Source: an optimization exercise on an open RTL-to-GDS flow (aim: small area, a short achievable clock period and few clock cycles per item). Production flows keep margins and buffers that such runs may drop. Where RTL was checked, it was by simulation tests only, not by an equivalence proof against the original. The RTL of runs 1 and 2 was laid out without a check of its function. Power is estimated from default activity; no workload was simulated.

## design/flow/run.sh

```bash
#!/bin/bash
# synth_recipe.tcl (not shown) runs the flow's synth.tcl, then flattens the netlist and writes it again
# the make line also repeats each setting of config.mk as NAME=value (left out here)
make -C /OpenROAD-flow-scripts/flow DESIGN_CONFIG=/design/flow/config.mk WORK_HOME=/design/flow/orfs CLKGATE_MAP_FILE= SYNTH_SCRIPT=/design/flow/synth_recipe.tcl finish
```

## design/flow/config.mk

```make
export PLATFORM = sky130hd
export DESIGN_NAME = ghmc_core
export DESIGN_NICKNAME = ghmc_core
export VERILOG_FILES = /design/flow/design.v
export SDC_FILE = /design/flow/constraint.sdc
export NUM_CORES = 4
export LEC_CHECK = 0
export CAP_MARGIN = 20
export CORE_MARGIN = 2
export CORE_UTILIZATION = 60
export PLACE_DENSITY = 0.72
export SETUP_SLACK_MARGIN = 2.5
export SLEW_MARGIN = 20
```

## design/flow/constraint.sdc

```tcl
create_clock -name core_clock -period 6.0 [get_ports {clk}]
set_input_delay 1.2000 -clock core_clock [delete_from_list [all_inputs] [get_ports {clk}]]
set_output_delay 1.2000 -clock core_clock [all_outputs]
set_load 0.01 [all_outputs]
```

## design/flow/design.v

```verilog
module ghmc_core (
    input  wire         clk,
    input  wire         rst,             
    input  wire         in_valid,
    output wire         in_ready,
    input  wire [31:0]  in_cmd,
    input  wire [127:0] in_din,
    output wire         ciph_req_valid,
    output wire         ciph_req_dec,
    output wire [127:0] ciph_req_data,
    input  wire         ciph_resp_valid,
    input  wire [127:0] ciph_resp_data,
    output reg          out_valid,
    output reg  [7:0]   out_err,
    output wire [127:0] out_dout,
    output wire [127:0] out_chain,
    output wire [127:0] out_s,
    output wire [127:0] out_tag,
    output wire [7:0]   out_status,      
    output wire [11:0]  out_cfg          
);
    localparam integer D  = 16;
    localparam integer M  = 128 / D;
    localparam [7:0] OP_NOP    = 8'h00;
    localparam [7:0] OP_START  = 8'h01;
    localparam [7:0] OP_BLOCK  = 8'h02;
    localparam [7:0] OP_IV     = 8'h03;
    localparam [7:0] OP_IVEND  = 8'h04;
    localparam [7:0] OP_AAD    = 8'h05;
    localparam [7:0] OP_FINISH = 8'h06;
    localparam [7:0] OP_LOADH  = 8'h10;
    localparam [7:0] OP_CLEAR  = 8'h11;
    localparam [7:0] OP_SETS   = 8'h12;
    localparam [7:0] OP_STEP   = 8'h13;
    localparam [7:0] OP_MULREF = 8'h14;
    localparam [7:0] OP_MULTBL = 8'h15;
    localparam [7:0] OP_MULX   = 8'h16;
    localparam [7:0] OP_INC32  = 8'h20;
    localparam [2:0] M_CBC = 3'd1;
    localparam [2:0] M_CFB = 3'd2;
    localparam [2:0] M_OFB = 3'd3;
    localparam [2:0] M_CTR = 3'd4;
    localparam [2:0] M_GCM = 3'd5;
    localparam [2:0] P_IDLE     = 3'd0;
    localparam [2:0] P_TEXT     = 3'd1;
    localparam [2:0] P_GCM_IV   = 3'd2;
    localparam [2:0] P_GCM_AAD  = 3'd3;
    localparam [2:0] P_GCM_TEXT = 3'd4;
    localparam [2:0] P_GCM_DONE = 3'd5;
    localparam [7:0] E_NONE      = 8'd0;
    localparam [7:0] E_ILL_OP    = 8'd1;
    localparam [7:0] E_ILL_FIELD = 8'd2;
    localparam [7:0] E_NO_STREAM = 8'd3;
    localparam [7:0] E_WRONG_MODE= 8'd4;
    localparam [7:0] E_SEQUENCE  = 8'd5;
    localparam [7:0] E_NO_IV     = 8'd6;
    localparam [7:0] E_NO_PRIOR  = 8'd7;
    localparam [7:0] E_TAG_LEN   = 8'd8;
    localparam [7:0] E_NO_KEY    = 8'd9;
    localparam [127:0] R_POLY = {8'he1, 120'd0};
    reg [2:0]   phase;
    reg         pcl, chv, tblv, tagchk, tagok;
    reg [2:0]   cfg_mode;
    reg         cfg_dir;
    reg [7:0]   cfg_tlen;
    reg [127:0] dout, chain, h, s, tag, tagexp;
    reg [159:0] lr;
    assign out_dout   = dout;
    assign out_chain  = chain;
    assign out_s      = s;
    assign out_tag    = tag;
    assign out_status = {tagok, tagchk, tblv, chv, pcl, phase};
    assign out_cfg    = {cfg_tlen, cfg_dir, cfg_mode};
    function [127:0] mulx;
        input [127:0] a;
        begin
            mulx = (a >> 1) ^ (a[0] ? R_POLY : 128'd0);
        end
    endfunction
    function [127:0] bmask;
        input [4:0] n;
        integer k;
        begin
            for (k = 0; k < 16; k = k + 1)
                bmask[127 - 8*k -: 8] = (k < n) ? 8'hff : 8'h00;
        end
    endfunction
    function [127:0] inc32;
        input [127:0] a;
        begin
            inc32 = {a[127:32], a[31:0] + 32'd1};
        end
    endfunction
    reg         qv;          
    reg [31:0]  qcmd;
    reg [127:0] qdin;
    reg         qpend;       
    reg         qresp;       
    wire accept = in_valid && in_ready;
    integer k;
    wire [7:0] w_op   = qcmd[7:0];
    wire [2:0] w_mode = qcmd[10:8];
    wire       w_dir  = qcmd[11];
    wire       w_leg  = qcmd[12];
    wire [4:0] w_nb   = qcmd[20:16];
    wire [7:0] w_tlen = qcmd[31:24];
    wire w_is_stream = (w_op >= OP_START) && (w_op <= OP_FINISH);
    wire w_nb_cmd    = (w_op == OP_BLOCK) || (w_op == OP_IV) || (w_op == OP_AAD) || (w_op == OP_STEP);
    wire [7:0] w_tlen_eff = (w_tlen == 8'd0) ? 8'd128 : w_tlen;
    wire [7:0] i_op   = in_cmd[7:0];
    wire [2:0] i_mode = in_cmd[10:8];
    wire       i_dir  = in_cmd[11];
    wire       i_leg  = in_cmd[12];
    wire [4:0] i_nb   = in_cmd[20:16];
    wire [7:0] i_tlen = in_cmd[31:24];
    wire       i_nb_cmd   = (i_op == OP_BLOCK) || (i_op == OP_IV) || (i_op == OP_AAD) || (i_op == OP_STEP);
    wire [7:0] i_tlen_eff = (i_tlen == 8'd0) ? 8'd128 : i_tlen;
    reg [7:0] i_err;         
    always @* begin
        i_err = E_NONE;
        if (!(i_op <= OP_FINISH || (i_op >= OP_LOADH && i_op <= OP_MULX) || i_op == OP_INC32))
            i_err = E_ILL_OP;
        else if (in_cmd[15:13] != 3'd0 || in_cmd[23:21] != 3'd0)
            i_err = E_ILL_FIELD;
        else if (i_op != OP_START && (in_cmd[12:8] != 5'd0 || in_cmd[31:24] != 8'd0))
            i_err = E_ILL_FIELD;
        else if (i_nb_cmd && (i_nb == 5'd0 || i_nb > 5'd16))
            i_err = E_ILL_FIELD;
        else if (!i_nb_cmd && i_op != OP_START && i_nb != 5'd0)
            i_err = E_ILL_FIELD;
        else if (i_op == OP_START) begin
            if (i_mode == 3'd0 || i_mode > M_GCM)
                i_err = E_ILL_FIELD;
            else if (i_nb > 5'd16)
                i_err = E_ILL_FIELD;
            else if (i_mode != M_GCM && (i_tlen != 8'd0 || i_nb != 5'd0))
                i_err = E_ILL_FIELD;
            else if (i_mode == M_GCM && i_tlen != 8'd0 &&
                     (i_tlen[2:0] != 3'd0 || i_tlen > 8'd128))
                i_err = E_ILL_FIELD;
            else if (i_mode == M_GCM && !i_dir && i_nb != 5'd0)
                i_err = E_ILL_FIELD;
            else if (i_leg && i_mode != M_CBC)
                i_err = E_NO_IV;
        end
    end
    reg [2:0] phase_n;
    reg       pcl_n, chv_n, tblv_n;
    reg [2:0] cfg_mode_n;
    reg [7:0] i_chk;
    always @* begin
        i_chk = i_err;
        if (i_err != E_NONE)
            ;
        else if (i_op == OP_START) begin
            if (i_leg && !chv_n)
                i_chk = E_NO_PRIOR;
            else if (i_mode == M_GCM && i_dir && {i_nb, 3'd0} != i_tlen_eff)
                i_chk = E_TAG_LEN;
        end
        else if ((i_op == OP_STEP || i_op == OP_MULREF || i_op == OP_MULTBL) && !tblv_n)
            i_chk = E_NO_KEY;
        else if (i_op >= OP_BLOCK && i_op <= OP_FINISH && phase_n == P_IDLE)
            i_chk = E_NO_STREAM;
        else if ((i_op == OP_IV || i_op == OP_IVEND || i_op == OP_AAD || i_op == OP_FINISH) &&
                 cfg_mode_n != M_GCM)
            i_chk = E_WRONG_MODE;
        else begin
            case (i_op)
                OP_BLOCK:
                    if (cfg_mode_n == M_GCM) begin
                        if (phase_n == P_GCM_IV)
                            i_chk = E_NO_IV;
                        else if (phase_n == P_GCM_DONE || (phase_n == P_GCM_TEXT && pcl_n))
                            i_chk = E_SEQUENCE;
                    end else begin
                        if (pcl_n)
                            i_chk = E_SEQUENCE;
                        else if (cfg_mode_n == M_CBC && i_nb != 5'd16)
                            i_chk = E_ILL_FIELD;
                    end
                OP_IV:
                    if (!(phase_n == P_GCM_IV && !pcl_n)) i_chk = E_SEQUENCE;
                OP_IVEND:
                    if (phase_n != P_GCM_IV) i_chk = E_SEQUENCE;
                OP_AAD:
                    if (phase_n == P_GCM_IV)
                        i_chk = E_NO_IV;
                    else if (!(phase_n == P_GCM_AAD && !pcl_n))
                        i_chk = E_SEQUENCE;
                OP_FINISH:
                    if (phase_n == P_GCM_IV)
                        i_chk = E_NO_IV;
                    else if (phase_n == P_GCM_DONE)
                        i_chk = E_SEQUENCE;
                default: ;
            endcase
        end
    end
    reg [3:0]  q_err;        
    reg        q_bad;        
    reg [15:0] q_bm;         
    always @(posedge clk) begin
        if (accept) begin
            q_err <= i_chk[3:0];
            q_bad <= (i_chk != E_NONE);
            for (k = 0; k < 16; k = k + 1) q_bm[k] <= (5'd15 - k[4:0]) < i_nb;
        end
    end
    wire [7:0] chk_err = {4'd0, q_err};
    localparam [3:0] K_GSTART = 4'd0;    
    localparam [3:0] K_CBCE   = 4'd1;
    localparam [3:0] K_CBCD   = 4'd2;
    localparam [3:0] K_CFB    = 4'd3;
    localparam [3:0] K_OFB    = 4'd4;
    localparam [3:0] K_CTR    = 4'd5;
    localparam [3:0] K_GCME   = 4'd6;    
    localparam [3:0] K_GCMD   = 4'd7;    
    localparam [3:0] K_FIN    = 4'd8;    
    localparam [3:0] K_IVEND  = 4'd9;    
    localparam [3:0] K_MUL    = 4'd10;   
    reg         busy;        
    reg         creq;        
    reg         rdec;        
    reg         rj0;         
    reg         cpend;       
    reg         mrun;        
    reg         mdst;        
    reg [3:0]   kind;
    reg         post;        
    reg         iv12;        
    reg [15:0]  bm;          
    reg [127:0] z;           
    reg [$clog2(M)-1:0] mcnt;
    assign in_ready       = !qv || (!busy && !qpend);
    assign ciph_req_valid = creq;
    assign ciph_req_dec   = rdec;
    assign ciph_req_data  = {chain[127:32], rj0 ? lr[95:64] : chain[31:0]};
    wire qresp_now = qpend && ciph_resp_valid;
    wire deq       = qv && !busy && !qresp_now;
    wire ok        = deq && !q_bad;
    wire bad       = deq && q_bad;
    wire [127:0] hx [0:D-1];
    wire [127:0] zx [0:D];
    assign hx[0] = h;
    assign zx[0] = z;
    genvar g;
    generate
        for (g = 1; g < D; g = g + 1) begin : g_hx
            assign hx[g] = mulx(hx[g-1]);
        end
        for (g = 1; g <= D; g = g + 1) begin : g_zx
            assign zx[g] = mulx(zx[g-1]);
        end
    endgenerate
    wire [D-1:0] mdig = mdst ? dout[D-1:0] : s[D-1:0];
    reg  [127:0] acc;
    integer j;
    always @* begin
        acc = zx[D];
        for (j = 0; j < D; j = j + 1)
            acc = acc ^ (mdig[j] ? hx[D-1-j] : 128'd0);
    end
    wire mlast = mrun && (mcnt == M - 1);
    reg  [127:0] bm128;
    always @* for (k = 0; k < 16; k = k + 1) bm128[8*k +: 8] = {8{bm[k]}};
    wire [127:0] ksm   = ciph_resp_data & bm128;
    wire [127:0] o_blk = dout ^ ksm;
    wire         resp  = cpend && ciph_resp_valid;
    reg  [127:0] w_mask;
    always @* for (k = 0; k < 16; k = k + 1) w_mask[8*k +: 8] = {8{q_bm[k]}};
    wire [127:0] w_dinm  = qdin & w_mask;
    wire m_done_now = !mrun || mlast;
    wire c_done_now = !cpend || ciph_resp_valid;
    wire gcme_wait  = (kind == K_GCME) && cpend;    
    wire finish_now = busy && (
        (kind == K_FIN)   ? (!mrun && !cpend && post) :
        (kind == K_IVEND) ? (!mrun) :
                            (m_done_now && c_done_now && !gcme_wait &&
                             !(resp && kind == K_GCME)));
    wire q_ok   = qv && !qpend && !qresp && !q_bad;
    wire earlyA = busy && resp && finish_now && q_ok &&
                  ((w_op == OP_BLOCK && cfg_mode != M_CBC) || w_op == OP_FINISH);
    wire earlyB = busy && mrun && !cpend && !creq && kind != K_IVEND && q_ok &&
                  w_op == OP_BLOCK && cfg_mode == M_GCM && !cfg_dir;
    wire earlyC = busy && resp && kind == K_GCME && q_ok &&
                  w_op == OP_BLOCK && cfg_mode == M_GCM && !cfg_dir;
    wire early  = earlyA || earlyB || earlyC;
    always @* begin
        phase_n    = phase;
        pcl_n      = pcl;
        chv_n      = chv;
        tblv_n     = tblv;
        cfg_mode_n = cfg_mode;
        if (rst) begin
            phase_n    = P_IDLE;
            pcl_n      = 1'b0;
            chv_n      = 1'b0;
            tblv_n     = 1'b0;
            cfg_mode_n = 3'd0;
        end else if (bad) begin
            if (w_is_stream) begin
                phase_n = P_IDLE;
                pcl_n   = 1'b0;
            end
        end else if (ok) begin
            case (w_op)
                OP_START: begin
                    cfg_mode_n = w_mode;
                    pcl_n      = 1'b0;
                    case (w_mode)
                        M_CBC: begin chv_n = 1'b1; phase_n = P_TEXT; end
                        M_GCM: begin tblv_n = 1'b1; chv_n = 1'b0; phase_n = P_GCM_IV; end
                        default: begin chv_n = 1'b0; phase_n = P_TEXT; end
                    endcase
                end
                OP_BLOCK: begin
                    pcl_n = (w_nb < 5'd16);
                    if (cfg_mode == M_CBC) chv_n = 1'b1;
                    if (cfg_mode == M_GCM) phase_n = P_GCM_TEXT;
                end
                OP_IV, OP_AAD: pcl_n = (w_nb < 5'd16);
                OP_IVEND:  begin phase_n = P_GCM_AAD; pcl_n = 1'b0; end
                OP_FINISH: begin phase_n = P_GCM_DONE; pcl_n = 1'b0; end
                OP_LOADH:  tblv_n = 1'b1;
                default: ;
            endcase
        end
    end
    always @(posedge clk) begin
        phase    <= phase_n;
        pcl      <= pcl_n;
        chv      <= chv_n;
        tblv     <= tblv_n;
        cfg_mode <= cfg_mode_n;
    end
    always @(posedge clk) begin
        if (rst) begin
            qv    <= 1'b0;
            qpend <= 1'b0;
            qresp <= 1'b0;
        end else begin
            if (deq) begin
                qv    <= 1'b0;
                qpend <= 1'b0;
                qresp <= 1'b0;
            end
            if (accept) begin
                qv   <= 1'b1;
                qcmd <= in_cmd;
            end
            if (qresp_now) begin
                qresp <= 1'b1;
                qpend <= 1'b0;
            end
            if (early)
                qpend <= 1'b1;
        end
    end
    always @(posedge clk) begin
        if (rst) begin
            busy      <= 1'b0;
            creq      <= 1'b0;
            cpend     <= 1'b0;
            mrun      <= 1'b0;
            post      <= 1'b0;
            iv12      <= 1'b0;
            out_valid <= 1'b0;
            out_err   <= E_NONE;
            tagchk    <= 1'b0;
            tagok     <= 1'b0;
            cfg_dir   <= 1'b0;
            cfg_tlen  <= 8'd0;
            tagexp    <= 128'd0;
        end else begin
            out_valid <= 1'b0;
            creq      <= 1'b0;
            iv12      <= (lr[63:0] == 64'd12);
            if (bad) begin
                out_valid <= 1'b1;
                out_err   <= chk_err;
            end
            if (ok) begin
                out_err <= E_NONE;
                mdst    <= 1'b0;
                post    <= 1'b0;
                rdec    <= 1'b0;
                rj0     <= 1'b0;
                bm      <= q_bm;
                case (w_op)
                    OP_START: begin
                        cfg_dir  <= w_dir;
                        cfg_tlen <= (w_mode == M_GCM) ? w_tlen_eff : 8'd0;
                        tagchk   <= 1'b0;
                        tagok    <= 1'b0;
                        case (w_mode)
                            M_CBC: begin
                                out_valid <= 1'b1;
                            end
                            M_GCM: begin
                                tagexp <= w_dir ? w_dinm : 128'd0;
                                busy   <= 1'b1;
                                creq   <= 1'b1;
                                cpend  <= 1'b1;
                                kind   <= K_GSTART;
                            end
                            default: begin
                                out_valid <= 1'b1;
                            end
                        endcase
                    end
                    OP_BLOCK: begin
                        busy  <= 1'b1;
                        if (!qpend && !qresp) begin
                            creq  <= 1'b1;
                            cpend <= 1'b1;
                        end
                        if (qpend)
                            cpend <= 1'b1;
                        case (cfg_mode)
                            M_CBC: begin
                                if (!cfg_dir) begin
                                    kind  <= K_CBCE;
                                end else begin
                                    rdec  <= 1'b1;
                                    kind  <= K_CBCD;
                                end
                            end
                            M_CFB: begin kind <= K_CFB; end
                            M_OFB: begin kind <= K_OFB; end
                            M_CTR: begin kind <= K_CTR; end
                            default: begin
                                if (cfg_dir) begin
                                    mrun <= 1'b1;
                                    mcnt <= 0;
                                    kind <= K_GCMD;
                                end else begin
                                    kind <= K_GCME;
                                    if (qresp) begin     
                                        mrun  <= 1'b1;
                                        mcnt  <= 0;
                                    end
                                end
                            end
                        endcase
                    end
                    OP_IV: begin
                        busy  <= 1'b1;
                        mrun  <= 1'b1;
                        mcnt  <= 0;
                        kind  <= K_MUL;
                    end
                    OP_IVEND: begin
                        if (iv12) begin
                            out_valid <= 1'b1;
                        end else begin
                            busy <= 1'b1;
                            mrun <= 1'b1;
                            mcnt <= 0;
                            kind <= K_IVEND;
                        end
                    end
                    OP_AAD, OP_STEP: begin
                        if (w_op == OP_AAD) begin
                        end
                        busy  <= 1'b1;
                        mrun  <= 1'b1;
                        mcnt  <= 0;
                        kind  <= K_MUL;
                    end
                    OP_FINISH: begin
                        busy   <= 1'b1;
                        if (!qpend) creq <= 1'b1;
                        cpend  <= 1'b1;
                        rj0    <= 1'b1;
                        mrun   <= 1'b1;
                        mcnt   <= 0;
                        kind   <= K_FIN;
                    end
                    OP_LOADH: begin
                        out_valid <= 1'b1;
                    end
                    OP_CLEAR: begin out_valid <= 1'b1; end
                    OP_SETS:  begin out_valid <= 1'b1; end
                    OP_MULREF, OP_MULTBL: begin
                        mdst <= 1'b1;
                        busy <= 1'b1;
                        mrun <= 1'b1;
                        mcnt <= 0;
                        kind <= K_MUL;
                    end
                    OP_MULX:  begin out_valid <= 1'b1; end
                    OP_INC32: begin out_valid <= 1'b1; end
                    default:  out_valid <= 1'b1;    
                endcase
            end
            if (resp) begin
                cpend <= 1'b0;
                case (kind)
                    K_GSTART: ;
                    K_GCME: begin
                        mrun  <= 1'b1;
                        mcnt  <= 0;
                    end
                    K_FIN: ;
                    default: ;
                endcase
            end
            if (mrun) begin
                mcnt <= mcnt + 1'b1;
                if (mlast)
                    mrun <= 1'b0;
            end
            if (busy && kind == K_FIN && !mrun && !cpend) begin
                post <= 1'b1;
                if (!post)
                    ;
                else if (cfg_dir) begin
                    tagchk <= 1'b1;
                    tagok  <= (tag == tagexp);
                end
            end
            if (finish_now) begin
                busy      <= 1'b0;
                out_valid <= 1'b1;
            end
            if (early) begin
                creq <= 1'b1;
                rdec <= 1'b0;
                rj0  <= (w_op == OP_FINISH);
            end
        end
    end
    reg s_keep, s_xd, s_xl, s_xo;
    reg d_keep, d_yd, d_yc, d_ym, d_yi, d_yk;
    reg c_keep, c_wq, c_wj, c_wk, c_wd, c_wo, c_wi, c_ws;
    always @* begin
        s_keep = 1'b1; s_xd = 1'b0; s_xl = 1'b0; s_xo = 1'b0;
        d_keep = 1'b1; d_yd = 1'b0; d_yc = 1'b0; d_ym = 1'b0; d_yi = 1'b0; d_yk = 1'b0;
        c_keep = 1'b1; c_wq = 1'b0; c_wj = 1'b0; c_wk = 1'b0; c_wd = 1'b0; c_wo = 1'b0;
        c_wi = 1'b0; c_ws = 1'b0;
        if (ok) begin
            case (w_op)
                OP_START:
                    if (w_mode == M_GCM) begin
                        c_keep = 1'b0;
                        s_keep = 1'b0;
                    end else if (w_mode != M_CBC || !w_leg) begin
                        c_keep = 1'b0;
                        c_wq   = 1'b1;
                    end
                OP_BLOCK: begin
                    d_keep = 1'b0;                   
                    if (cfg_mode == M_CBC) begin
                        c_wq = 1'b1;                 
                        if (cfg_dir) begin           
                            c_keep = 1'b0;
                            d_yc   = 1'b1;
                        end
                    end else begin
                        d_yd = 1'b1;
                        if (cfg_mode == M_GCM && (cfg_dir || qresp))
                            s_xd = 1'b1;
                        if (cfg_mode == M_GCM && !cfg_dir && qresp)
                            c_wi = 1'b1;
                    end
                end
                OP_IV, OP_AAD, OP_STEP: s_xd = 1'b1;
                OP_IVEND:
                    if (iv12) begin
                        c_keep = 1'b0;
                        c_wj   = 1'b1;
                        s_keep = 1'b0;
                    end else
                        s_xl = 1'b1;
                OP_FINISH: s_xl = 1'b1;
                OP_CLEAR:  s_keep = 1'b0;
                OP_SETS:   begin s_keep = 1'b0; s_xd = 1'b1; end
                OP_MULREF, OP_MULTBL: begin d_keep = 1'b0; d_yd = 1'b1; end
                OP_MULX:   begin d_keep = 1'b0; d_ym = 1'b1; end
                OP_INC32:  begin d_keep = 1'b0; d_yi = 1'b1; end
                default: ;
            endcase
        end
        if (resp) begin
            case (kind)
                K_CBCE, K_OFB: begin d_yk = 1'b1; c_keep = 1'b0; c_wk = 1'b1; end
                K_CBCD:        d_yk = 1'b1;
                K_CFB: begin
                    d_yk   = 1'b1;
                    c_keep = 1'b0;
                    if (cfg_dir) c_wd = 1'b1;
                    else         c_wo = 1'b1;
                end
                K_CTR, K_GCMD: begin d_yk = 1'b1; c_wi = 1'b1; end
                K_GCME:        begin d_yk = 1'b1; c_wi = 1'b1; s_xo = 1'b1; end
                default: ;
            endcase
        end
        if (busy && kind == K_IVEND && !mrun) begin
            c_keep = 1'b0;
            c_ws   = 1'b1;
            s_keep = 1'b0;
        end
    end
    wire         q_full = (w_op == OP_SETS) || (w_op == OP_MULREF) || (w_op == OP_MULTBL);
    wire [127:0] qdx    = q_full ? qdin : w_dinm;
    wire [127:0] lens   = {(w_op == OP_FINISH) ? lr[159:96] : 64'd0, lr[60:0], 3'd0};
    wire [31:0]  c_inc  = chain[31:0] + 32'd1;
    wire [127:0] s_x  = ({128{s_xd}} & qdx) | ({128{s_xl}} & lens) | ({128{s_xo}} & o_blk);
    wire [127:0] d_y  = ({128{d_yd}} & qdx) | ({128{d_yc}} & chain) |
                        ({128{d_ym}} & mulx(qdin)) | ({128{d_yi}} & inc32(qdin)) |
                        ({128{d_yk}} & ksm);
    wire [127:0] c_w  = ({128{c_wq}} & qdin) | ({128{c_wj}} & {lr[159:64], 32'd2}) |
                        ({128{c_wk}} & ciph_resp_data) | ({128{c_wd}} & dout) |
                        ({128{c_wo}} & o_blk) | ({128{c_wi}} & {96'd0, chain[31:0] ^ c_inc}) |
                        ({128{c_ws}} & inc32(s));
    always @(posedge clk) begin
        if (rst) begin
            s     <= 128'd0;
            dout  <= 128'd0;
            chain <= 128'd0;
        end else begin
            if (mrun && !mdst) s <= mlast ? acc : (s >> D);
            else               s <= ({128{s_keep}} & s) ^ s_x;
            if (mrun && mdst)  dout <= mlast ? acc : (dout >> D);
            else               dout <= ({128{d_keep}} & dout) ^ d_y;
            chain <= ({128{c_keep}} & chain) ^ c_w;
        end
    end
    always @(posedge clk)
        qdin <= ({128{!accept}} & qdin) ^ ({128{accept}} & in_din) ^
                ({128{qresp_now}} & ciph_resp_data);
    wire h_q    = ok && w_op == OP_LOADH;
    wire h_k    = resp && kind == K_GSTART;
    wire gstart = ok && w_op == OP_START && w_mode == M_GCM;
    wire t_k    = resp && kind == K_FIN;
    wire t_post = busy && kind == K_FIN && !mrun && !cpend && !post;
    wire [127:0] t_m = bmask(cfg_tlen[7:3]);
    wire l_iv   = ok && w_op == OP_IV;
    wire l_iv12 = ok && w_op == OP_IVEND && iv12;
    wire l_blk  = ok && w_op == OP_BLOCK && cfg_mode == M_GCM;
    wire l_aad  = ok && w_op == OP_AAD;
    wire l_post = busy && kind == K_IVEND && !mrun;
    wire l_hi0  = gstart || l_iv12 || l_post;
    wire [63:0] l_hi_add = lr[159:96] + {56'd0, w_nb, 3'd0};
    wire [63:0] l_lo_add = lr[63:0] + {59'd0, w_nb};
    always @(posedge clk) begin
        if (rst) begin
            h   <= 128'd0;
            tag <= 128'd0;
            lr  <= 160'd0;
        end else begin
            h   <= ({128{!h_q && !h_k}} & h) | ({128{h_q}} & qdin) | ({128{h_k}} & ciph_resp_data);
            tag <= ({128{!gstart && !t_k}} & (t_post ? t_m : {128{1'b1}}) & tag) ^
                   ({128{t_post}} & t_m & s) ^ ({128{t_k}} & ciph_resp_data);
            lr[159:96] <= ({64{!l_hi0 && !l_iv && !l_aad}} & lr[159:96]) |
                          ({64{l_iv}} & w_dinm[127:64]) | ({64{l_aad}} & l_hi_add);
            lr[95:64]  <= ({32{!gstart && !l_iv && !l_iv12 && !l_post}} & lr[95:64]) |
                          ({32{l_iv}} & w_dinm[63:32]) | {31'd0, l_iv12} |
                          ({32{l_post}} & s[31:0]);
            lr[63:0]   <= ({64{!l_hi0 && !l_iv && !l_blk}} & lr[63:0]) |
                          ({64{l_iv || l_blk}} & l_lo_add);
        end
    end
    always @(posedge clk) begin
        if (rst || !mrun || mlast)
            z <= 128'd0;
        else
            z <= acc;
    end
endmodule
```

==> results.txt, run 1 <==
Status: stopped before the end
Last stage reached: global routing
Error message: [ERROR GRT-0232] Routing congestion too high. Check the congestion heatmap in the GUI.
Largest net degree at the start of global routing: 208
Seq cells post-synth: 1,291
I/O pins: 964
Synthesized area per cell: 7.56 um2
Die Span X: 415 um
GP Congestion: 1.12
Async SR Flop Fraction: 0
Num CTS Buffers: 150
Root Buffer Master: clkbuf_16
H-tree depth: 4
Aggregate global routing overflow: 25
Post-synth cell types: 101
Initial Utilization: 0.604
Tot GR Track Use: 0.665
Sequential share of the synthesized area: 0.263
Number of port buffers: 959
Primary FF master, synth: dfxtp_1
Post-detail-place hpwl: 387,000 um
Die height: 415 um
Placed Area: 0.111 mm2
Cell area after synthesis: 0.101 mm2
Warnings from Yosys: 1
Clock sink count: 1,291
Deepest clock path buffer count: 3
EDFF count, synth: 73
Cells after Synth: 13,400
Row cnt: 150
# placed instances: 15,400
through the flow:
| step | setup WS [ps] | hold WS, ps |
|---|---|---|
| after CTS | 2310 | 456 |
| after detailed placement | 1170 | 448 |
| after global placement | 1240 | 445 |
| after floorplan | 2420 | 424 |
worst max-delay path by stage:
| stage | to | slack [ps] | depth (start not counted) |
|---|---|---|---|
| global placement | q_err[0] | 1240 | 12 |
| floorplan | q_bad | 2420 | 9 |
| detailed placement | q_err[0] | 1170 | 12 |
| CTS | out_s[12] | 2310 | 2 |
power groups by stage:
stage | registers, W | logic (W) | clock network (W)
floorplan | 0.00898 | 0.000626 | 0
global placement | 0.00928 | 0.00102 | 0
detailed placement | 0.00929 | 0.00104 | 0
CTS | 0.00909 | 0.00107 | 0.00970
synthesized netlist by cell type, drive strengths merged, types with 44 or more instances:
master  count  area [um2]
and2       50         313
xnor2    2189       19200
nand3     110         551
nor3       67         362
buf       437        2440
nand2b     72         450
xor2      892        7830
a221o     106        1060
a222oi    190        1900
xnor3      82        1850
dfxtp    1218       24400
a211oi    210        1580
a22o      104         911
inv        44         165
nor2     1010        3820
mux2i     148        1500
a221oi    333        2920
o21ai     170         851
clkbuf    975        3740
a22oi     306        2300
nand2    3256       12200
a21oi     587        2950
mux2       49         567
nor4       69         529
nand4     199        1260
edfxtp     73        2190
metal layers:
metal,GRT usage,overflow
met1,0.728,1
met2,0.841,0
met3,0.422,2
met4,0.646,0
met5,0.100,22
cell families after synthesis:
| kind of cell | after synthesis | synth area share |
|---|---|---|
| AO/OA/AOI/OAI | 2221 | 0.160 |
| XOR/XNOR | 3163 | 0.285 |
| adder cells (fa/ha/maj) | 18 | 0.00235 |
| buffers and inverters | 1456 | 0.0627 |
| flip-flops | 1291 | 0.263 |
| multiplexers | 197 | 0.0204 |
| other | 1 | 0.0000371 |
| AND/OR/NAND/NOR | 5029 | 0.207 |
timing repair:
action / in CTS
pin swaps: 17
resized for setup: 289
buffers inserted: 73
hold buffers: 0
setup endpoints to repair: 753
gates cloned: 51
==> run 2: changes to the inputs <==
--- a/design/flow/design.v
+++ b/design/flow/design.v
@@ -207,6 +207,28 @@
             for (k = 0; k < 16; k = k + 1) q_bm[k] <= (5'd15 - k[4:0]) < i_nb;
         end
     end
+    reg [12:0] qo;
+    always @(posedge clk)
+        if (accept) begin
+            qo[0]  <= (i_op == OP_START);
+            qo[1]  <= (i_op == OP_BLOCK);
+            qo[2]  <= (i_op == OP_IV);
+            qo[3]  <= (i_op == OP_IVEND);
+            qo[4]  <= (i_op == OP_AAD);
+            qo[5]  <= (i_op == OP_FINISH);
+            qo[6]  <= (i_op == OP_LOADH);
+            qo[7]  <= (i_op == OP_CLEAR);
+            qo[8]  <= (i_op == OP_SETS);
+            qo[9]  <= (i_op == OP_STEP);
+            qo[10] <= (i_op == OP_MULREF) || (i_op == OP_MULTBL);
+            qo[11] <= (i_op == OP_MULX);
+            qo[12] <= (i_op == OP_INC32);
+        end
+    wire op_start = qo[0],  op_block = qo[1],  op_iv    = qo[2],  op_ivend = qo[3];
+    wire op_aad   = qo[4],  op_finish = qo[5], op_loadh = qo[6],  op_clear = qo[7];
+    wire op_sets  = qo[8],  op_step  = qo[9],  op_mulref = qo[10], op_mulx = qo[11];
+    wire op_inc32 = qo[12];
+    wire op_stream = op_start | op_block | op_iv | op_ivend | op_aad | op_finish;
     wire [7:0] chk_err = {4'd0, q_err};
     localparam [3:0] K_GSTART = 4'd0;    
     localparam [3:0] K_CBCE   = 4'd1;
@@ -280,11 +302,11 @@
                              !(resp && kind == K_GCME)));
     wire q_ok   = qv && !qpend && !qresp && !q_bad;
     wire earlyA = busy && resp && finish_now && q_ok &&
-                  ((w_op == OP_BLOCK && cfg_mode != M_CBC) || w_op == OP_FINISH);
+                  ((op_block && cfg_mode != M_CBC) || op_finish);
     wire earlyB = busy && mrun && !cpend && !creq && kind != K_IVEND && q_ok &&
-                  w_op == OP_BLOCK && cfg_mode == M_GCM && !cfg_dir;
+                  op_block && cfg_mode == M_GCM && !cfg_dir;
     wire earlyC = busy && resp && kind == K_GCME && q_ok &&
-                  w_op == OP_BLOCK && cfg_mode == M_GCM && !cfg_dir;
+                  op_block && cfg_mode == M_GCM && !cfg_dir;
     wire early  = earlyA || earlyB || earlyC;
     always @* begin
         phase_n    = phase;
@@ -299,13 +321,13 @@
             tblv_n     = 1'b0;
             cfg_mode_n = 3'd0;
         end else if (bad) begin
-            if (w_is_stream) begin
+            if (op_stream) begin
                 phase_n = P_IDLE;
                 pcl_n   = 1'b0;
             end
         end else if (ok) begin
-            case (w_op)
-                OP_START: begin
+            case (1'b1)
+                op_start: begin
                     cfg_mode_n = w_mode;
                     pcl_n      = 1'b0;
                     case (w_mode)
@@ -314,15 +336,15 @@
                         default: begin chv_n = 1'b0; phase_n = P_TEXT; end
                     endcase
                 end
-                OP_BLOCK: begin
+                op_block: begin
                     pcl_n = (w_nb < 5'd16);
                     if (cfg_mode == M_CBC) chv_n = 1'b1;
                     if (cfg_mode == M_GCM) phase_n = P_GCM_TEXT;
                 end
-                OP_IV, OP_AAD: pcl_n = (w_nb < 5'd16);
-                OP_IVEND:  begin phase_n = P_GCM_AAD; pcl_n = 1'b0; end
-                OP_FINISH: begin phase_n = P_GCM_DONE; pcl_n = 1'b0; end
-                OP_LOADH:  tblv_n = 1'b1;
+                op_iv, op_aad: pcl_n = (w_nb < 5'd16);
+                op_ivend:  begin phase_n = P_GCM_AAD; pcl_n = 1'b0; end
+                op_finish: begin phase_n = P_GCM_DONE; pcl_n = 1'b0; end
+                op_loadh:  tblv_n = 1'b1;
                 default: ;
             endcase
         end
@@ -387,8 +409,8 @@
                 rdec    <= 1'b0;
                 rj0     <= 1'b0;
                 bm      <= q_bm;
-                case (w_op)
-                    OP_START: begin
+                case (1'b1)
+                    op_start: begin
                         cfg_dir  <= w_dir;
                         cfg_tlen <= (w_mode == M_GCM) ? w_tlen_eff : 8'd0;
                         tagchk   <= 1'b0;
@@ -409,7 +431,7 @@
                             end
                         endcase
                     end
-                    OP_BLOCK: begin
+                    op_block: begin
                         busy  <= 1'b1;
                         if (!qpend && !qresp) begin
                             creq  <= 1'b1;
@@ -444,13 +466,13 @@
                             end
                         endcase
                     end
-                    OP_IV: begin
+                    op_iv: begin
                         busy  <= 1'b1;
                         mrun  <= 1'b1;
                         mcnt  <= 0;
                         kind  <= K_MUL;
                     end
-                    OP_IVEND: begin
+                    op_ivend: begin
                         if (iv12) begin
                             out_valid <= 1'b1;
                         end else begin
@@ -460,15 +482,15 @@
                             kind <= K_IVEND;
                         end
                     end
-                    OP_AAD, OP_STEP: begin
-                        if (w_op == OP_AAD) begin
+                    op_aad, op_step: begin
+                        if (op_aad) begin
                         end
                         busy  <= 1'b1;
                         mrun  <= 1'b1;
                         mcnt  <= 0;
                         kind  <= K_MUL;
                     end
-                    OP_FINISH: begin
+                    op_finish: begin
                         busy   <= 1'b1;
                         if (!qpend) creq <= 1'b1;
                         cpend  <= 1'b1;
@@ -477,20 +499,20 @@
                         mcnt   <= 0;
                         kind   <= K_FIN;
                     end
-                    OP_LOADH: begin
+                    op_loadh: begin
                         out_valid <= 1'b1;
                     end
-                    OP_CLEAR: begin out_valid <= 1'b1; end
-                    OP_SETS:  begin out_valid <= 1'b1; end
-                    OP_MULREF, OP_MULTBL: begin
+                    op_clear: begin out_valid <= 1'b1; end
+                    op_sets:  begin out_valid <= 1'b1; end
+                    op_mulref: begin
                         mdst <= 1'b1;
                         busy <= 1'b1;
                         mrun <= 1'b1;
                         mcnt <= 0;
                         kind <= K_MUL;
                     end
-                    OP_MULX:  begin out_valid <= 1'b1; end
-                    OP_INC32: begin out_valid <= 1'b1; end
+                    op_mulx:  begin out_valid <= 1'b1; end
+                    op_inc32: begin out_valid <= 1'b1; end
                     default:  out_valid <= 1'b1;    
                 endcase
             end
@@ -527,7 +549,7 @@
             if (early) begin
                 creq <= 1'b1;
                 rdec <= 1'b0;
-                rj0  <= (w_op == OP_FINISH);
+                rj0  <= (op_finish);
             end
         end
     end
@@ -540,8 +562,8 @@
         c_keep = 1'b1; c_wq = 1'b0; c_wj = 1'b0; c_wk = 1'b0; c_wd = 1'b0; c_wo = 1'b0;
         c_wi = 1'b0; c_ws = 1'b0;
         if (ok) begin
-            case (w_op)
-                OP_START:
+            case (1'b1)
+                op_start:
                     if (w_mode == M_GCM) begin
                         c_keep = 1'b0;
                         s_keep = 1'b0;
@@ -549,7 +571,7 @@
                         c_keep = 1'b0;
                         c_wq   = 1'b1;
                     end
-                OP_BLOCK: begin
+                op_block: begin
                     d_keep = 1'b0;                   
                     if (cfg_mode == M_CBC) begin
                         c_wq = 1'b1;                 
@@ -565,20 +587,20 @@
                             c_wi = 1'b1;
                     end
                 end
-                OP_IV, OP_AAD, OP_STEP: s_xd = 1'b1;
-                OP_IVEND:
+                op_iv, op_aad, op_step: s_xd = 1'b1;
+                op_ivend:
                     if (iv12) begin
                         c_keep = 1'b0;
                         c_wj   = 1'b1;
                         s_keep = 1'b0;
                     end else
                         s_xl = 1'b1;
-                OP_FINISH: s_xl = 1'b1;
-                OP_CLEAR:  s_keep = 1'b0;
-                OP_SETS:   begin s_keep = 1'b0; s_xd = 1'b1; end
-                OP_MULREF, OP_MULTBL: begin d_keep = 1'b0; d_yd = 1'b1; end
-                OP_MULX:   begin d_keep = 1'b0; d_ym = 1'b1; end
-                OP_INC32:  begin d_keep = 1'b0; d_yi = 1'b1; end
+                op_finish: s_xl = 1'b1;
+                op_clear:  s_keep = 1'b0;
+                op_sets:   begin s_keep = 1'b0; s_xd = 1'b1; end
+                op_mulref: begin d_keep = 1'b0; d_yd = 1'b1; end
+                op_mulx:   begin d_keep = 1'b0; d_ym = 1'b1; end
+                op_inc32:  begin d_keep = 1'b0; d_yi = 1'b1; end
                 default: ;
             endcase
         end
@@ -603,9 +625,9 @@
             s_keep = 1'b0;
         end
     end
-    wire         q_full = (w_op == OP_SETS) || (w_op == OP_MULREF) || (w_op == OP_MULTBL);
+    wire         q_full = (op_sets) || (op_mulref) || (op_mulref);
     wire [127:0] qdx    = q_full ? qdin : w_dinm;
-    wire [127:0] lens   = {(w_op == OP_FINISH) ? lr[159:96] : 64'd0, lr[60:0], 3'd0};
+    wire [127:0] lens   = {(op_finish) ? lr[159:96] : 64'd0, lr[60:0], 3'd0};
     wire [31:0]  c_inc  = chain[31:0] + 32'd1;
     wire [127:0] s_x  = ({128{s_xd}} & qdx) | ({128{s_xl}} & lens) | ({128{s_xo}} & o_blk);
     wire [127:0] d_y  = ({128{d_yd}} & qdx) | ({128{d_yc}} & chain) |
@@ -631,16 +653,16 @@
     always @(posedge clk)
         qdin <= ({128{!accept}} & qdin) ^ ({128{accept}} & in_din) ^
                 ({128{qresp_now}} & ciph_resp_data);
-    wire h_q    = ok && w_op == OP_LOADH;
+    wire h_q    = ok && op_loadh;
     wire h_k    = resp && kind == K_GSTART;
-    wire gstart = ok && w_op == OP_START && w_mode == M_GCM;
+    wire gstart = ok && op_start && w_mode == M_GCM;
     wire t_k    = resp && kind == K_FIN;
     wire t_post = busy && kind == K_FIN && !mrun && !cpend && !post;
     wire [127:0] t_m = bmask(cfg_tlen[7:3]);
-    wire l_iv   = ok && w_op == OP_IV;
-    wire l_iv12 = ok && w_op == OP_IVEND && iv12;
-    wire l_blk  = ok && w_op == OP_BLOCK && cfg_mode == M_GCM;
-    wire l_aad  = ok && w_op == OP_AAD;
+    wire l_iv   = ok && op_iv;
+    wire l_iv12 = ok && op_ivend && iv12;
+    wire l_blk  = ok && op_block && cfg_mode == M_GCM;
+    wire l_aad  = ok && op_aad;
     wire l_post = busy && kind == K_IVEND && !mrun;
     wire l_hi0  = gstart || l_iv12 || l_post;
     wire [63:0] l_hi_add = lr[159:96] + {56'd0, w_nb, 3'd0};
--- a/design/flow/config.mk
+++ b/design/flow/config.mk
@@ -7,7 +7,7 @@
 export LEC_CHECK = 0
 export CAP_MARGIN = 20
 export CORE_MARGIN = 2
-export CORE_UTILIZATION = 60
-export PLACE_DENSITY = 0.72
-export SETUP_SLACK_MARGIN = 2.5
+export CORE_UTILIZATION = 50
+export PLACE_DENSITY = 0.65
+export SETUP_SLACK_MARGIN = 3.0
 export SLEW_MARGIN = 20
==> run 2 against run 1 <==
Compared with the run above:
- the flow again stops in global routing
- synthesized cell count up 0.78%
- synthesized area up 0.75%
==> results.txt, run 2 <==
Sequential share of the synthesized area: 0.262 (-0.000471)
Clock sink count: 1,296 (+0.39%)
Primary FF master, synth: dfxtp_1
Cts hold-fix bufs: 0 (unchanged)
Pre-CTS WS: 985 ps (-182 ps)
Post-synth top area cell: dfxtp_1
Largest net degree at the start of global routing: 140
Seq cells post-synth: 1,296 (+0.39%)
Warnings from Yosys: 1 (unchanged)
Post-detail-place hpwl: 469,000 um (+21%)
Commonest cells in the netlist: nand2_1 (3,388), xnor2_1 (2,010), dfxtp_1 (1,218)
Vias in the first global route: 137,000
Root Buffer Master: clkbuf_16
Status: stopped before the end
First-pass GRT wire length: 1,250,000 um
Initial Utilization: 0.504 (-0.101)
Synthesized area per cell: 7.56 um2 (about the same)
Async SR Flop Fraction: 0 (unchanged)
Die height: 455 um (+9.9%)
Row cnt: 165 (+10%)
Die Span X: 455 um (+9.9%)
# placed instances: 16,100 (+4.4%)
Cell area after synthesis: 0.102 mm2 (+0.75%)
I/O pins: 964 (unchanged)
Synth top area share: 0.239 (-0.00178)
GP Congestion: 1.11 (-0.33%)
Tot GR Track Use: 0.862
Post-synth cell types: 88 (-13%)
Deepest clock path buffer count: 3 (unchanged)
Aggregate global routing overflow: 6,322
EDFF count, synth: 78 (+6.8%)
Cells after Synth: 13,500 (+0.78%)
Num CTS Buffers: 157 (+4.7%)
Last stage reached: global routing
Synth top area cells: dfxtp_1 (24%), xnor2_1 (17%), nand2_1 (12%), xor2_1 (7.4%), clkbuf_1 (3.5%)
Most frequent cell after synthesis: nand2_1
Number of port buffers: 959 (unchanged)
H-tree depth: 4 (unchanged)
Error message: [ERROR GRT-0116] Global routing finished with congestion. Check the congestion regions in the DRC Viewer.
-- run 2: stage by stage --
step | util | area, um2
2_1_floorplan | - | 103000
3_3_place_gp | 0.561 | 114000
3_5_place_dp | 0.562 | 114000
4_1_cts | 0.670 | 136000
-- run 2: worst min path at each step --
stage             start     end  slack [ps]  cells past startpoint
2_1_floorplan  q_bm[10]  bm[10]         420                      0
3_3_place_gp     h[111]  h[111]         450                      2
3_5_place_dp      h[14]   h[14]         450                      2
4_1_cts           h[18]   h[18]         460                      2
-- run 2: cell families after synthesis --
| group | after synthesis | share of synthesized area |
|---|---|---|
| simple gates | 5139 | 0.212 |
| compound gates | 2304 | 0.161 |
| mux | 187 | 0.0190 |
| other cells | 1 | 0.0000368 |
| flops | 1296 | 0.262 |
| buf+inv | 1506 | 0.0626 |
| xor+xnor | 3030 | 0.281 |
| fa+ha+maj | 18 | 0.00233 |
-- run 2: power groups by stage --
stage / combinational [W] / sequential [W] / clock, W
floorplan: 0.000791 / 0.00906 / 0
global placement: 0.00140 / 0.00947 / 0
detailed placement: 0.00142 / 0.00947 / 0
CTS: 0.00184 / 0.00917 / 0.0107
-- run 2: metal layers --
| layer | GRT usage | GRT overflow |
|---|---|---|
| met2 | 0.946 | 1582 |
| met1 | 0.899 | 2517 |
| met4 | 0.770 | 631 |
| met5 | 0.593 | 190 |
| met3 | 0.782 | 1402 |
-- run 2: timing repair --
item / CTS
buffers inserted: 611
cloned: 131
pin swaps: 725
endpoints found under the setup margin: 1691
resized for setup: 3043
endpoints found under the hold margin: 0
==> run 3: changes to the inputs <==
--- a/design/flow/design.v
+++ b/design/flow/design.v
@@ -144,66 +144,75 @@
                 i_err = E_NO_IV;
         end
     end
-    reg [2:0] phase_n;
-    reg       pcl_n, chv_n, tblv_n;
-    reg [2:0] cfg_mode_n;
-    reg [7:0] i_chk;
-    always @* begin
-        i_chk = i_err;
+    function [7:0] chk_f;
+        input [2:0] ph;
+        input       pc, cv, tv;
+        input [2:0] md;
+        begin
+        chk_f = i_err;
         if (i_err != E_NONE)
             ;
         else if (i_op == OP_START) begin
-            if (i_leg && !chv_n)
-                i_chk = E_NO_PRIOR;
+            if (i_leg && !cv)
+                chk_f = E_NO_PRIOR;
             else if (i_mode == M_GCM && i_dir && {i_nb, 3'd0} != i_tlen_eff)
-                i_chk = E_TAG_LEN;
+                chk_f = E_TAG_LEN;
         end
-        else if ((i_op == OP_STEP || i_op == OP_MULREF || i_op == OP_MULTBL) && !tblv_n)
-            i_chk = E_NO_KEY;
-        else if (i_op >= OP_BLOCK && i_op <= OP_FINISH && phase_n == P_IDLE)
-            i_chk = E_NO_STREAM;
+        else if ((i_op == OP_STEP || i_op == OP_MULREF || i_op == OP_MULTBL) && !tv)
+            chk_f = E_NO_KEY;
+        else if (i_op >= OP_BLOCK && i_op <= OP_FINISH && ph == P_IDLE)
+            chk_f = E_NO_STREAM;
         else if ((i_op == OP_IV || i_op == OP_IVEND || i_op == OP_AAD || i_op == OP_FINISH) &&
-                 cfg_mode_n != M_GCM)
-            i_chk = E_WRONG_MODE;
+                 md != M_GCM)
+            chk_f = E_WRONG_MODE;
         else begin
             case (i_op)
                 OP_BLOCK:
-                    if (cfg_mode_n == M_GCM) begin
-                        if (phase_n == P_GCM_IV)
-                            i_chk = E_NO_IV;
-                        else if (phase_n == P_GCM_DONE || (phase_n == P_GCM_TEXT && pcl_n))
-                            i_chk = E_SEQUENCE;
+                    if (md == M_GCM) begin
+                        if (ph == P_GCM_IV)
+                            chk_f = E_NO_IV;
+                        else if (ph == P_GCM_DONE || (ph == P_GCM_TEXT && pc))
+                            chk_f = E_SEQUENCE;
                     end else begin
-                        if (pcl_n)
-                            i_chk = E_SEQUENCE;
-                        else if (cfg_mode_n == M_CBC && i_nb != 5'd16)
-                            i_chk = E_ILL_FIELD;
+                        if (pc)
+                            chk_f = E_SEQUENCE;
+                        else if (md == M_CBC && i_nb != 5'd16)
+                            chk_f = E_ILL_FIELD;
                     end
                 OP_IV:
-                    if (!(phase_n == P_GCM_IV && !pcl_n)) i_chk = E_SEQUENCE;
+                    if (!(ph == P_GCM_IV && !pc)) chk_f = E_SEQUENCE;
                 OP_IVEND:
-                    if (phase_n != P_GCM_IV) i_chk = E_SEQUENCE;
+                    if (ph != P_GCM_IV) chk_f = E_SEQUENCE;
                 OP_AAD:
-                    if (phase_n == P_GCM_IV)
-                        i_chk = E_NO_IV;
-                    else if (!(phase_n == P_GCM_AAD && !pcl_n))
-                        i_chk = E_SEQUENCE;
+                    if (ph == P_GCM_IV)
+                        chk_f = E_NO_IV;
+                    else if (!(ph == P_GCM_AAD && !pc))
+                        chk_f = E_SEQUENCE;
                 OP_FINISH:
-                    if (phase_n == P_GCM_IV)
-                        i_chk = E_NO_IV;
-                    else if (phase_n == P_GCM_DONE)
-                        i_chk = E_SEQUENCE;
+                    if (ph == P_GCM_IV)
+                        chk_f = E_NO_IV;
+                    else if (ph == P_GCM_DONE)
+                        chk_f = E_SEQUENCE;
                 default: ;
             endcase
         end
-    end
+        end
+    endfunction
+    wire       deq_acc = qv && !busy;
+    reg  [2:0] phase_d;
+    reg        pcl_d, chv_d, tblv_d;
+    reg  [2:0] cfg_mode_d;
+    wire [7:0] i_chk = deq_acc ? chk_f(phase_d, pcl_d, chv_d, tblv_d, cfg_mode_d)
+                               : chk_f(phase, pcl, chv, tblv, cfg_mode);
     reg [3:0]  q_err;        
     reg        q_bad;        
     reg [15:0] q_bm;         
+    reg        q_nblt16;     
     always @(posedge clk) begin
         if (accept) begin
             q_err <= i_chk[3:0];
             q_bad <= (i_chk != E_NONE);
+            q_nblt16 <= (i_nb < 5'd16);
             for (k = 0; k < 16; k = k + 1) q_bm[k] <= (5'd15 - k[4:0]) < i_nb;
         end
     end
@@ -244,7 +253,6 @@
     reg         busy;        
     reg         creq;        
     reg         rdec;        
-    reg         rj0;         
     reg         cpend;       
     reg         mrun;        
     reg         mdst;        
@@ -253,11 +261,11 @@
     reg         iv12;        
     reg [15:0]  bm;          
     reg [127:0] z;           
-    reg [$clog2(M)-1:0] mcnt;
+    reg [2:0]   mcnt;        
     assign in_ready       = !qv || (!busy && !qpend);
     assign ciph_req_valid = creq;
     assign ciph_req_dec   = rdec;
-    assign ciph_req_data  = {chain[127:32], rj0 ? lr[95:64] : chain[31:0]};
+    assign ciph_req_data  = chain;       
     wire qresp_now = qpend && ciph_resp_valid;
     wire deq       = qv && !busy && !qresp_now;
     wire ok        = deq && !q_bad;
@@ -275,7 +283,7 @@
             assign zx[g] = mulx(zx[g-1]);
         end
     endgenerate
-    wire [D-1:0] mdig = mdst ? dout[D-1:0] : s[D-1:0];
+    reg  [D-1:0] mdig;       
     reg  [127:0] acc;
     integer j;
     always @* begin
@@ -283,7 +291,7 @@
         for (j = 0; j < D; j = j + 1)
             acc = acc ^ (mdig[j] ? hx[D-1-j] : 128'd0);
     end
-    wire mlast = mrun && (mcnt == M - 1);
+    reg  mlast;              
     reg  [127:0] bm128;
     always @* for (k = 0; k < 16; k = k + 1) bm128[8*k +: 8] = {8{bm[k]}};
     wire [127:0] ksm   = ciph_resp_data & bm128;
@@ -302,59 +310,61 @@
                              !(resp && kind == K_GCME)));
     wire q_ok   = qv && !qpend && !qresp && !q_bad;
     wire earlyA = busy && resp && finish_now && q_ok &&
-                  ((op_block && cfg_mode != M_CBC) || op_finish);
+                  op_block && cfg_mode != M_CBC;
     wire earlyB = busy && mrun && !cpend && !creq && kind != K_IVEND && q_ok &&
                   op_block && cfg_mode == M_GCM && !cfg_dir;
     wire earlyC = busy && resp && kind == K_GCME && q_ok &&
                   op_block && cfg_mode == M_GCM && !cfg_dir;
     wire early  = earlyA || earlyB || earlyC;
     always @* begin
-        phase_n    = phase;
-        pcl_n      = pcl;
-        chv_n      = chv;
-        tblv_n     = tblv;
-        cfg_mode_n = cfg_mode;
-        if (rst) begin
-            phase_n    = P_IDLE;
-            pcl_n      = 1'b0;
-            chv_n      = 1'b0;
-            tblv_n     = 1'b0;
-            cfg_mode_n = 3'd0;
-        end else if (bad) begin
+        phase_d    = phase;
+        pcl_d      = pcl;
+        chv_d      = chv;
+        tblv_d     = tblv;
+        cfg_mode_d = cfg_mode;
+        if (q_bad) begin
             if (op_stream) begin
-                phase_n = P_IDLE;
-                pcl_n   = 1'b0;
+                phase_d = P_IDLE;
+                pcl_d   = 1'b0;
             end
-        end else if (ok) begin
+        end else begin
             case (1'b1)
                 op_start: begin
-                    cfg_mode_n = w_mode;
-                    pcl_n      = 1'b0;
+                    cfg_mode_d = w_mode;
+                    pcl_d      = 1'b0;
                     case (w_mode)
-                        M_CBC: begin chv_n = 1'b1; phase_n = P_TEXT; end
-                        M_GCM: begin tblv_n = 1'b1; chv_n = 1'b0; phase_n = P_GCM_IV; end
-                        default: begin chv_n = 1'b0; phase_n = P_TEXT; end
+                        M_CBC: begin chv_d = 1'b1; phase_d = P_TEXT; end
+                        M_GCM: begin tblv_d = 1'b1; chv_d = 1'b0; phase_d = P_GCM_IV; end
+                        default: begin chv_d = 1'b0; phase_d = P_TEXT; end
                     endcase
                 end
                 op_block: begin
-                    pcl_n = (w_nb < 5'd16);
-                    if (cfg_mode == M_CBC) chv_n = 1'b1;
-                    if (cfg_mode == M_GCM) phase_n = P_GCM_TEXT;
+                    pcl_d = q_nblt16;
+                    if (cfg_mode == M_CBC) chv_d = 1'b1;
+                    if (cfg_mode == M_GCM) phase_d = P_GCM_TEXT;
                 end
-                op_iv, op_aad: pcl_n = (w_nb < 5'd16);
-                op_ivend:  begin phase_n = P_GCM_AAD; pcl_n = 1'b0; end
-                op_finish: begin phase_n = P_GCM_DONE; pcl_n = 1'b0; end
-                op_loadh:  tblv_n = 1'b1;
+                op_iv, op_aad: pcl_d = q_nblt16;
+                op_ivend:  begin phase_d = P_GCM_AAD; pcl_d = 1'b0; end
+                op_finish: begin phase_d = P_GCM_DONE; pcl_d = 1'b0; end
+                op_loadh:  tblv_d = 1'b1;
                 default: ;
             endcase
         end
     end
     always @(posedge clk) begin
-        phase    <= phase_n;
-        pcl      <= pcl_n;
-        chv      <= chv_n;
-        tblv     <= tblv_n;
-        cfg_mode <= cfg_mode_n;
+        if (rst) begin
+            phase    <= P_IDLE;
+            pcl      <= 1'b0;
+            chv      <= 1'b0;
+            tblv     <= 1'b0;
+            cfg_mode <= 3'd0;
+        end else if (deq) begin
+            phase    <= phase_d;
+            pcl      <= pcl_d;
+            chv      <= chv_d;
+            tblv     <= tblv_d;
+            cfg_mode <= cfg_mode_d;
+        end
     end
     always @(posedge clk) begin
         if (rst) begin
@@ -385,6 +395,7 @@
             creq      <= 1'b0;
             cpend     <= 1'b0;
             mrun      <= 1'b0;
+            mlast     <= 1'b0;
             post      <= 1'b0;
             iv12      <= 1'b0;
             out_valid <= 1'b0;
@@ -407,7 +418,6 @@
                 mdst    <= 1'b0;
                 post    <= 1'b0;
                 rdec    <= 1'b0;
-                rj0     <= 1'b0;
                 bm      <= q_bm;
                 case (1'b1)
                     op_start: begin
@@ -494,7 +504,6 @@
                         busy   <= 1'b1;
                         if (!qpend) creq <= 1'b1;
                         cpend  <= 1'b1;
-                        rj0    <= 1'b1;
                         mrun   <= 1'b1;
                         mcnt   <= 0;
                         kind   <= K_FIN;
@@ -528,8 +537,11 @@
                     default: ;
                 endcase
             end
+            mlast <= 1'b0;
             if (mrun) begin
                 mcnt <= mcnt + 1'b1;
+                if (mcnt == M - 2)
+                    mlast <= 1'b1;
                 if (mlast)
                     mrun <= 1'b0;
             end
@@ -549,7 +561,6 @@
             if (early) begin
                 creq <= 1'b1;
                 rdec <= 1'b0;
-                rj0  <= (op_finish);
             end
         end
     end
@@ -637,6 +648,10 @@
                         ({128{c_wk}} & ciph_resp_data) | ({128{c_wd}} & dout) |
                         ({128{c_wo}} & o_blk) | ({128{c_wi}} & {96'd0, chain[31:0] ^ c_inc}) |
                         ({128{c_ws}} & inc32(s));
+    wire [127:0] s_nx = ({128{s_keep}} & s) ^ s_x;
+    wire [127:0] d_nx = ({128{d_keep}} & dout) ^ d_y;
+    wire [127:0] c_nx = ({128{c_keep}} & chain) ^ c_w;
+    wire         c_swap = (ok && op_finish) || (resp && kind == K_FIN);
     always @(posedge clk) begin
         if (rst) begin
             s     <= 128'd0;
@@ -644,13 +659,16 @@
             chain <= 128'd0;
         end else begin
             if (mrun && !mdst) s <= mlast ? acc : (s >> D);
-            else               s <= ({128{s_keep}} & s) ^ s_x;
+            else               s <= s_nx;
             if (mrun && mdst)  dout <= mlast ? acc : (dout >> D);
-            else               dout <= ({128{d_keep}} & dout) ^ d_y;
-            chain <= ({128{c_keep}} & chain) ^ c_w;
+            else               dout <= d_nx;
+            chain <= c_swap ? {chain[127:32], lr[95:64]} : c_nx;
         end
     end
     always @(posedge clk)
+        if (mrun) mdig <= mdst ? dout[2*D-1:D] : s[2*D-1:D];
+        else      mdig <= (ok && op_mulref) ? d_nx[D-1:0] : s_nx[D-1:0];
+    always @(posedge clk)
         qdin <= ({128{!accept}} & qdin) ^ ({128{accept}} & in_din) ^
                 ({128{qresp_now}} & ciph_resp_data);
     wire h_q    = ok && op_loadh;
@@ -678,9 +696,9 @@
                    ({128{t_post}} & t_m & s) ^ ({128{t_k}} & ciph_resp_data);
             lr[159:96] <= ({64{!l_hi0 && !l_iv && !l_aad}} & lr[159:96]) |
                           ({64{l_iv}} & w_dinm[127:64]) | ({64{l_aad}} & l_hi_add);
-            lr[95:64]  <= ({32{!gstart && !l_iv && !l_iv12 && !l_post}} & lr[95:64]) |
+            lr[95:64]  <= ({32{!gstart && !l_iv && !l_iv12 && !l_post && !c_swap}} & lr[95:64]) |
                           ({32{l_iv}} & w_dinm[63:32]) | {31'd0, l_iv12} |
-                          ({32{l_post}} & s[31:0]);
+                          ({32{l_post}} & s[31:0]) | ({32{c_swap}} & chain[31:0]);
             lr[63:0]   <= ({64{!l_hi0 && !l_iv && !l_blk}} & lr[63:0]) |
                           ({64{l_iv || l_blk}} & l_lo_add);
         end
--- a/design/flow/config.mk
+++ b/design/flow/config.mk
@@ -7,7 +7,7 @@
 export LEC_CHECK = 0
 export CAP_MARGIN = 20
 export CORE_MARGIN = 2
-export CORE_UTILIZATION = 50
-export PLACE_DENSITY = 0.65
-export SETUP_SLACK_MARGIN = 3.0
+export CORE_UTILIZATION = 35
+export PLACE_DENSITY = 0.5
+export SETUP_SLACK_MARGIN = 2.8
 export SLEW_MARGIN = 20
==> run 3 against run 2 <==
Compared with the run above:
- now clean on timing, DRC and antenna
- synthesized cell count is 3.3% higher
- synthesized area is 2.4% higher
==> results.txt, run 3 <==
Synth Area in Simple Gates: 0.214 (+0.00185)
Clock transition at path regs: 60 ps
Largest Register: lr
Post-synth cell types: 117 (+33%)
Final Hold Fails: 0
Largest net degree at the start of global routing: 159
Cts hold-fix bufs: 0 (unchanged)
Setup TNS: 0 ps
Area grow syn2layout: 21.1%
Critical Path RT: 6840 ps
Wire per inst: 36.9 um
Commonest cells in the netlist: nand2_1 (3,813), xnor2_1 (2,020), dfxtp_1 (1,235)
Post-synthesis mux area share: 0.0147 (-0.00427)
Most frequent cells in the layout: nand2_1 (3,807), xnor2_1 (1,986), dfxtp_1 (822), clkdlybuf4s50_1 (782), xor2_1 (762)
Slew Viols, Final: 0
Sequential share of the synthesized area: 0.259 (-0.00295)
Main combinational cell family by area after synthesis: XOR/XNOR gates
Final Critical Period: 3570 ps
Clock skew: 79.7 ps
Synth top area cells: dfxtp_1 (24%), xnor2_1 (17%), nand2_1 (14%), xor2_1 (6.4%), clkbuf_1 (3.4%)
Root Buffer Master: clkbuf_16
Worst setup path class: register to register
Commonest non-fill, non-tap cell in the layout: nand2_1
Row cnt: 200 (+21%)
Die height: 550 um (+21%)
I/O pins: 964 (unchanged)
GP Congestion: 1.02 (-7.9%)
EDFF count, synth: 78 (unchanged)
Async SR Flop Fraction: 0 (unchanged)
Via count: 115,000
Static leakage: 40.5 nW
Synthesized area per cell: 7.50 um2 (-0.86%)
Slew HR: 0.0382
Drt total wl: 674,000 um
Largest register FFs: 160
Critical Path AT: 4410 ps
XOR/XNOR Fraction of Synth Area: 0.272 (-0.00961)
Finished Core Util: 0.426
Max Clock Freq: 280 MHz
Tot GR Track Use: 0.423
DR pass1 iterations: 14
Most frequent cell after synthesis: nand2_1
Clock sink count: 1,313 (+1.3%)
Final period utilization: 0.595
Synth Area in Adders: 0.00218 (-0.000151)
H-tree depth: 4 (unchanged)
Max cap viols: 0
Worst skew pair latency: 950 ps
Crit-path max FO: 3
Reg area: 0.0280 mm2
Die area: 0.303 mm2
Final antenna-violating net count: 0
Setup ws final: 2430 ps
Num CTS Buffers: 174 (+11%)
Initial antenna violation count: 82
Final instance count without filler cells: 18,300
Number of port buffers: 959 (unchanged)
Primary FF master, synth: dfxtp_1
Area of the multi-input gates: 0.0719 mm2
Deepest clock path buffer count: 4 (+1)
Cell area after synthesis: 0.104 mm2 (+2.4%)
Worst VDD drop: 0.000224 V
Vias in the first global route: 102,000
DRT iter0 DRCs: 20,800
Pre-CTS WS: 1180 ps (+196 ps)
Setup crit end kind: register
Slew @ Worst Pin: 1430 ps
Share of layout cells above drive strength 1: 0.113
First-pass GRT wire length: 899,000 um
Initial Utilization: 0.352 (-0.152)
Final #Nets: 14,400
Via/cell ratio: 6.28
Aggregate global routing overflow: 0
DRC errors left: 0
Seq cells post-synth: 1,313 (+1.3%)
Status: timing/DRC/antenna clean
Cells after Synth: 13,900 (+3.3%)
Post-synth top area cell: dfxtp_1
Crit path launch type: register
Synth Area in Compound Gates: 0.173 (+0.0120)
Fillcell total: 30,400
CTS tree: built
PwrDens: 173 mW/mm2
Core ar.: 0.297 mm2
Post-detail-place hpwl: 465,000 um (-0.91%)
Synth top area share: 0.237 (-0.00241)
# placed instances: 17,700 (+9.8%)
HP Class: register to register
Die Span X: 550 um (+21%)
Warnings from Yosys: 1 (unchanged)
RSZ-0062 raised after global routing: true
Final setup fails: 0
-- run 3: cell types whose count changed after synthesis, moves of 116 or more --
cell / delta
nand3_1: +251
nor2_1: -186
nand2_1: +425
a222oi_1: +116
a221oi_1: -246
a211oi_1: +252
-- run 3: cell type report --
| cell class | instances | area share |
|---|---|---|
| antenna | 61 | 0.00121 |
| clock buffer | 240 | 0.0391 |
| sequential | 1313 | 0.221 |
| timing repair buffer | 1535 | 0.123 |
| inverter | 66 | 0.00212 |
| multi-input combinational | 11000 | 0.569 |
| tap | 3939 | 0.0390 |
| clock inverter | 65 | 0.00558 |
-- run 3: per-stage QoR --
| stage | hold slack [ps] | cell area [um2] | total power [W] |
|---|---|---|---|
| after floorplan | 436 | 105000 | 0.00995 |
| after global routing | 475 | 126000 | 0.0221 |
| after detailed placement | 448 | 116000 | 0.0110 |
| final | 456 | 126000 | 0.0219 |
| after global placement | 443 | 116000 | 0.0110 |
| after CTS | 456 | 125000 | 0.0217 |
-- run 3: critical path, stage by stage, from the launching register on --
cell	delay [ps]
dfxtp_1	370
xnor2_1	530
nand4_1	810
nor4_1	730
nand4_1	160
nor3_1	660
a31oi_1	100
nor2_1	120
-- run 3: worst paths after layout --
check             slack, ps  startpoint  depth (start not counted)      to
hold reg to reg         460      h[101]                          2  h[101]
hold / removal          460      h[101]                          2  h[101]
setup reg to reg       2430     tag[93]                          7   tagok
setup / recovery       2430     tag[93]                          7   tagok
-- run 3: metal layers --
metal	global-route usage	part of all wire
met5	0.000625	0.00098
met4	0.273	0.082
met3	0.177	0.15
met2	0.574	0.39
met1	0.542	0.38
-- run 3: repair_timing --
item	in CTS	in global routing
gates cloned	5	5
resized for setup	851	216
buffers inserted	116	60
pin swaps	18	24
endpoints found under the setup margin	1348	436
-- run 3: cell families after synthesis --
family                     count (synthesis)
and+or+nand+nor                         5382
other                                      1
adders and majority gates                 17
xor gates and xnor gates                2961
muxes                                    153
AOI/OAI and AO/OA                       2520
buffers and inverters                   1581
DFF                                     1313
-- run 3: power breakdown --
part / switching [W] / internal (W) / total, W
Sequential: 0.000516 / 0.00886 / 0.00938
Clock: 0.00470 / 0.00627 / 0.0110
Combinational: 0.00103 / 0.000512 / 0.00155
Total: 0.00625 / 0.0156 / 0.0219
Testbench counts of run 3, summed over its fixed seeds: cycles 7,152, items 680.

-- what the ideal ports hide --
No port has a modelled driver above. Below, the same layout with a new extraction and two added sets of constraints. Step 1, drivers: a clkbuf_16 drives clk and a buf_2 each remaining input, both assumed. Step 2 moves the port delays by t, midway between the first and last clock arrival at a register: inputs arrive t later, outputs are due t later. That takes back most of the time a late clock gives input paths. Three values: ideal, step 1, step 2; two values: the first two.
run: run 3
shift t [ns]: 1.022
setup WS [ns]: 2.431 / 2.431 / 1.820
clock arrival spread, ns: 0.085 / 0.085
worst register clock-pin slew, ns: 0.07 / 0.07
After both steps setup and hold are still met in run 3. The setup slack of run 3 moves by 0.000 ns with the drivers and by -0.611 ns with both steps.
